From an optimization exercise on the open Yosys and OpenROAD flow, aimed at small area, a short achievable clock period and few clock cycles per item; shortcuts taken in it are not production practice. No functional check of the RTL was part of this run.

**design.v**
```verilog
module fp64_round #(
    parameter W = 106
) (
    input  wire               sign,
    input  wire [W-1:0]       m,
    input  wire signed [15:0] e,
    output wire [63:0]        y
);
    reg [7:0] lz;
    integer i;
    always @* begin
        lz = W[7:0];
        for (i = 0; i < W; i = i + 1)
            if (m[i])
                lz = W - 1 - i;
    end
    wire [W-1:0] mn = m << lz;
    wire signed [15:0] be = e + (W - 1) + 1023 - $signed({8'd0, lz});
    wire        sub = (be < 16'sd1);
    wire [15:0] rsh_raw = 16'd1 - be;
    wire [7:0]  rsh = !sub ? 8'd0 : (rsh_raw > W) ? W[7:0] : rsh_raw[7:0];
    wire [2*W-1:0] ext  = {mn, {W{1'b0}}} >> rsh;
    wire [W-1:0]   mn2  = ext[2*W-1:W];
    wire           lost = |ext[W-1:0];
    wire [52:0] kept   = mn2[W-1 -: 53];
    wire        rbit   = mn2[W-54];
    wire        sticky = (|mn2[W-55:0]) | lost;
    wire        inc    = rbit & (sticky | kept[0]);
    wire [10:0] ef     = sub ? 11'd0 : be[10:0];
    wire [62:0] pk = {ef, kept[51:0]} + {62'd0, inc};
    wire ovf = (be >= 16'sd2047);
    assign y = (m == {W{1'b0}}) ? {sign, 63'd0} :
               ovf              ? {sign, 11'h7FF, 52'd0} :
                                  {sign, pk};
endmodule
module fp64_mul (
    input  wire [63:0] a,
    input  wire [63:0] b,
    output wire [63:0] y
);
    wire        sa = a[63];
    wire        sb = b[63];
    wire [10:0] ea = a[62:52];
    wire [10:0] eb = b[62:52];
    wire [51:0] fa = a[51:0];
    wire [51:0] fb = b[51:0];
    wire a_nan  = (ea == 11'h7FF) && (fa != 52'd0);
    wire b_nan  = (eb == 11'h7FF) && (fb != 52'd0);
    wire a_inf  = (ea == 11'h7FF) && (fa == 52'd0);
    wire b_inf  = (eb == 11'h7FF) && (fb == 52'd0);
    wire a_zero = (ea == 11'd0) && (fa == 52'd0);
    wire b_zero = (eb == 11'd0) && (fb == 52'd0);
    wire [52:0] ma  = {ea != 11'd0, fa};
    wire [52:0] mb  = {eb != 11'd0, fb};
    wire [10:0] eea = (ea == 11'd0) ? 11'd1 : ea;
    wire [10:0] eeb = (eb == 11'd0) ? 11'd1 : eb;
    wire         s = sa ^ sb;
    wire [105:0] p = ma * mb;
    wire signed [15:0] e = $signed({5'd0, eea}) + $signed({5'd0, eeb}) - 16'sd2150;
    wire [63:0] r;
    fp64_round #(.W(106)) u_round (.sign(s), .m(p), .e(e), .y(r));
    wire is_nan = a_nan | b_nan | (a_inf & b_zero) | (b_inf & a_zero);
    wire is_inf = a_inf | b_inf;
    assign y = is_nan ? 64'h7FF8000000000000 :
               is_inf ? {s, 11'h7FF, 52'd0} :
                        r;
endmodule
module fp64_add (
    input  wire [63:0] a,
    input  wire [63:0] b,
    output wire [63:0] y
);
    wire        sa = a[63];
    wire        sb = b[63];
    wire [10:0] ea = a[62:52];
    wire [10:0] eb = b[62:52];
    wire [51:0] fa = a[51:0];
    wire [51:0] fb = b[51:0];
    wire a_nan = (ea == 11'h7FF) && (fa != 52'd0);
    wire b_nan = (eb == 11'h7FF) && (fb != 52'd0);
    wire a_inf = (ea == 11'h7FF) && (fa == 52'd0);
    wire b_inf = (eb == 11'h7FF) && (fb == 52'd0);
    wire        swap = (b[62:0] > a[62:0]);
    wire        sg   = swap ? sb : sa;
    wire [10:0] eg   = swap ? eb : ea;
    wire [51:0] fg   = swap ? fb : fa;
    wire [10:0] es   = swap ? ea : eb;
    wire [51:0] fs   = swap ? fa : fb;
    wire [52:0] mg  = {eg != 11'd0, fg};
    wire [52:0] ms  = {es != 11'd0, fs};
    wire [10:0] eeg = (eg == 11'd0) ? 11'd1 : eg;
    wire [10:0] ees = (es == 11'd0) ? 11'd1 : es;
    wire        sub = sa ^ sb;
    wire [10:0] d  = eeg - ees;
    wire [5:0]  dc = (d > 11'd63) ? 6'd63 : d[5:0];
    wire [55:0]  big = {mg, 3'b000};
    wire [118:0] ext = {ms, 3'b000, 63'd0} >> dc;
    wire [55:0]  sml = ext[118:63] | {55'd0, |ext[62:0]};
    wire [56:0] s = sub ? ({1'b0, big} - {1'b0, sml})
                        : ({1'b0, big} + {1'b0, sml});
    wire signed [15:0] e = $signed({5'd0, eeg}) - 16'sd1078;
    wire [63:0] r;
    fp64_round #(.W(57)) u_round (.sign(sg), .m(s), .e(e), .y(r));
    wire is_nan = a_nan | b_nan | (a_inf & b_inf & sub);
    assign y = is_nan                ? 64'h7FF8000000000000 :
               a_inf                 ? a :
               b_inf                 ? b :
               (s == 57'd0)          ? {sa & sb, 63'd0} :
                                       r;
endmodule
module iq_mac64 (
    input  wire        clk,
    input  wire        rst,
    input  wire        in_valid,
    output wire        in_ready,
    input  wire [63:0] in_acc,
    input  wire [63:0] in_x,
    input  wire [63:0] in_h,
    output reg         out_valid,
    input  wire        out_ready,
    output reg  [63:0] out_res
);
    wire [63:0] prod;
    wire [63:0] sum;
    fp64_mul u_mul (.a(in_x),   .b(in_h), .y(prod));
    fp64_add u_add (.a(in_acc), .b(prod), .y(sum));
    assign in_ready = !out_valid || out_ready;
    always @(posedge clk) begin
        if (rst) begin
            out_valid <= 1'b0;
            out_res   <= 64'd0;
        end else if (in_ready) begin
            out_valid <= in_valid;
            if (in_valid)
                out_res <= sum;
        end
    end
endmodule
```
**run.sh**
```bash
#!/bin/bash
# synth_recipe.tcl (not shown) runs the flow's synth.tcl, then flattens the netlist and writes it again
# the make line also repeats each setting of config.mk as NAME=value (left out here)
make -C /OpenROAD-flow-scripts/flow DESIGN_CONFIG=/design/flow/config.mk WORK_HOME=/design/flow/orfs CLKGATE_MAP_FILE= SYNTH_SCRIPT=/design/flow/synth_recipe.tcl finish
```
**config.mk**
```make
export PLATFORM = sky130hd
export DESIGN_NAME = iq_mac64
export DESIGN_NICKNAME = iq_mac64
export VERILOG_FILES = /design/flow/design.v
export SDC_FILE = /design/flow/constraint.sdc
export NUM_CORES = 8
export LEC_CHECK = 0
export CAP_MARGIN = 40
export CORE_MARGIN = 2
export CORE_UTILIZATION = 40
export PLACE_DENSITY = 0.45
export SLEW_MARGIN = 20
```
**constraint.sdc**
```tcl
create_clock -name core_clock -period 65.0 [get_ports {clk}]
set_input_delay 13.0000 -clock core_clock [delete_from_list [all_inputs] [get_ports {clk}]]
set_output_delay 13.0000 -clock core_clock [all_outputs]
set_load 0.01 [all_outputs]
```
==> flow_summary.json <==
{
  "insertion_delay_ns": 0.36,
  "ys_ff_latch": 65,
  "via_count": 171477,
  "final_max_slew_viol_count": 0,
  "nNetsFinal": 23841,
  "holdWs_ns": 0.446,
  "wire_per_inst_um": 35.3,
  "cp.arrival_ns": 62.28,
  "post-route-period-util_pct": 95.5,
  "track_usage_pct": 43.6,
  "cap_violations": 0,
  "syn2layout_area_growth_pct": 6.75,
  "worst_slack_ns": 2.93,
  "placed_area_um2": 169000,
  "post-route-min-period_ns": 62.07,
  "final_common_cell": "fa_1",
  "die_h_um": 635,
  "fmax_ghz": 0.0161,
  "postRouteAntennaNets": 0,
  "ys_warn_count": 3,
  "grt_start_max_net_pins": 113,
  "worst_pin_slew_ns": 1.20,
  "wl_um": 904000,
  "synthesis.area_um2": 159000,
  "fillers": 41406,
  "drive_gt1_share_pct": 8.11,
  "fp-row-count": 231,
  "num_io_pins": 262,
  "hold_viol": 0,
  "path_clk_slew_ns": 0.06,
  "ys_async_sr_fraction_pct": 0,
  "avgSynthCellArea_um2": 7.72,
  "path_common_cell": "a21oi_1",
  "grt_pass1_wl_um": 1280000,
  "synth_edf_count": 0,
  "crit_fanout": 47,
  "postCtsResizedCells": 0,
  "cts_made_buffers": 9,
  "cts_hold_buf": 0,
  "cts_htree_levels": 3,
  "cts_setup_buffers": 0,
  "fin_setup_tns_ns": 0,
  "outcome": "no timing/DRC/antenna violations",
  "start_util_pct": 40.2,
  "dr.first_iter.drc_count": 23296,
  "gp_congestion": 1.11,
  "grt_pass1_vias": 167685,
  "crit_required_ns": 65.21,
  "place_ws_ns": 4.19,
  "rsz0062_at_grt": "false",
  "synth_nets": 24144,
  "antenna_found_initial": 66,
  "start_kind": "primary input",
  "yosysSeqAreaShare_pct": 0.817,
  "cts.sinks": 65,
  "cts_tree": "done",
  "viasPerCell": 6.69,
  "grt_overflow": 0,
  "finalSetupViolations": 0,
  "drc": 0,
  "design.core.area_um2": 396000,
  "end_kind": "register",
  "path_class": "primary input to register",
  "netlist_instances": 20634,
  "slew_headroom_pct": 20.2,
  "crit_path_top_delay_cell": "a222oi_1",
  "final_cell_mix": "fa_1 (2606), inv_1 (2572), and2_1 (2260), nand2_1 (1916), nor2_1 (1115)",
  "port_buffers": 261,
  "firstDrtPassIters": 10,
  "hold_class": "register to register",
  "die_w_um": 635,
  "synth_cell_types": 149,
  "slowest_delay_ns": 0.73,
  "skew_ns": 0.00546,
  "die_area_um2": 403000,
  "ys.flop_type": "dfxtp_1",
  "post-dp-hpwl_um": 716000,
  "cts_root_buffer": "clkbuf_16",
  "final_area_um2": 170000,
  "clk_path_buf_depth": 2
}
cells in the mapped netlist (all sizes together), types with 159 or more instances:
| cell | instances | area share, % |
|---|---|---|
| mux2i | 160 | 1.0 |
| inv | 2585 | 6.1 |
| o22ai | 164 | 0.65 |
| fa | 2607 | 33 |
| a21o | 192 | 0.90 |
| o221ai | 159 | 0.90 |
| nand3 | 574 | 1.8 |
| buf | 377 | 1.3 |
| nor3 | 496 | 1.6 |
| xnor2 | 194 | 1.1 |
| nor2 | 1153 | 2.7 |
| nor4 | 229 | 1.0 |
| o211ai | 282 | 1.3 |
| nand2 | 1936 | 4.6 |
| a31oi | 190 | 0.76 |
| nand4 | 265 | 1.0 |
| a211oi | 319 | 1.6 |
| a21oi | 913 | 2.9 |
| ha | 707 | 5.6 |
| clkbuf | 1145 | 2.7 |
| and2 | 2279 | 8.9 |
| o21ai | 862 | 2.7 |
metal layers:
metal  vias to the layer above  global-route usage (%)  routed length [um]
met3                      2736                    12.4              103000
li1                      70321                       -                   -
met4                        10                    24.1               62800
met1                     86852                    58.1              364000
met2                     11558                    63.2              373000
met5                         -                   0.260                 181
flip-flops by register name, summed over array words and instances (netlist names):
signal,flops
out_valid,1
out_res,64
critical path, delay by kind of cell:
family	cells	cell delay [ns]
compound gates	83	19.93
xor+xnor	6	1.37
fa+ha+maj	20	8.06
buf+inv	15	3.31
mux	2	0.44
simple gates	53	15.91
final cells by class:
cell class                 instances  area [um^2]  share of cell area [%]
tap                             5242         6560                    3.86
multi-input combinational      16459       143000                    83.8
clock buffer                      10          239                   0.140
sequential                        65         1300                   0.765
clock inverter                     6         90.1                  0.0530
antenna                           45          113                  0.0662
inverter                        2588         9720                    5.72
timing repair buffer            1208         9460                    5.56
per-stage QoR:
| stage | utilization [%] | std cells |
|---|---|---|
| final | 42.9 | 25623 |
| after global routing | 42.9 | 25580 |
| after CTS | 42.7 | 25509 |
| after detailed placement | 42.6 | 25493 |
| after global placement | 42.3 | 25305 |
| after floorplan | - | 20634 |
kinds of logic after synthesis:
kind of cell             count (synthesis)  synth area share [%]
AO/OA/AOI/OAI                         4959                  22.4
buffers and inverters                 4110                  10.1
AND/OR/NAND/NOR                       7646                  25.0
multiplexers                           244                  1.75
XOR/XNOR                               296                  1.63
adder cells (fa/ha/maj)               3314                  38.3
flip-flops                              65                 0.817
final timing paths:
kind	end	depth (start not counted)	slack, ns	start
worst max-delay path	out_res[0]$_SDFFE_PP0P_	179	2.93	in_h[58]
worst min-delay path	out_res[18]$_SDFFE_PP0P_	2	0.45	out_res[18]$_SDFFE_PP0P_
worst min register to register	out_res[18]$_SDFFE_PP0P_	2	0.45	out_res[18]$_SDFFE_PP0P_
worst max register to register	out_res[31]$_SDFFE_PP0P_	9	61.90	out_valid$_SDFFE_PP0N_

-- static timing again, ports no longer ideal --
Ports are ideal in the flow. The routed layout listed here was re-timed in OpenROAD. Step 1: set_driving_cell puts a clkbuf_16 on clk and a buf_2 on each other input, an assumption about the parent block. Step 2 moves the port delays by t, midway between the first and last clock arrival at a register: inputs arrive t later, outputs are due t later. That takes back most of the time a late clock gives input paths. Three values: ideal, step 1, step 2; two values: the first two.
t (ns): 0.400
setup WS [ns]: 2.935 / 2.960 / 2.560
hold slack, ns: 0.446 / 0.446 / 0.446
worst register clock-pin slew, ns: 0.06 / 0.06
cell pins on the clock port's net: 1
After both steps this run still meets setup and hold. The setup slack of this run moves by +0.025 ns with the drivers and by -0.375 ns with both steps.
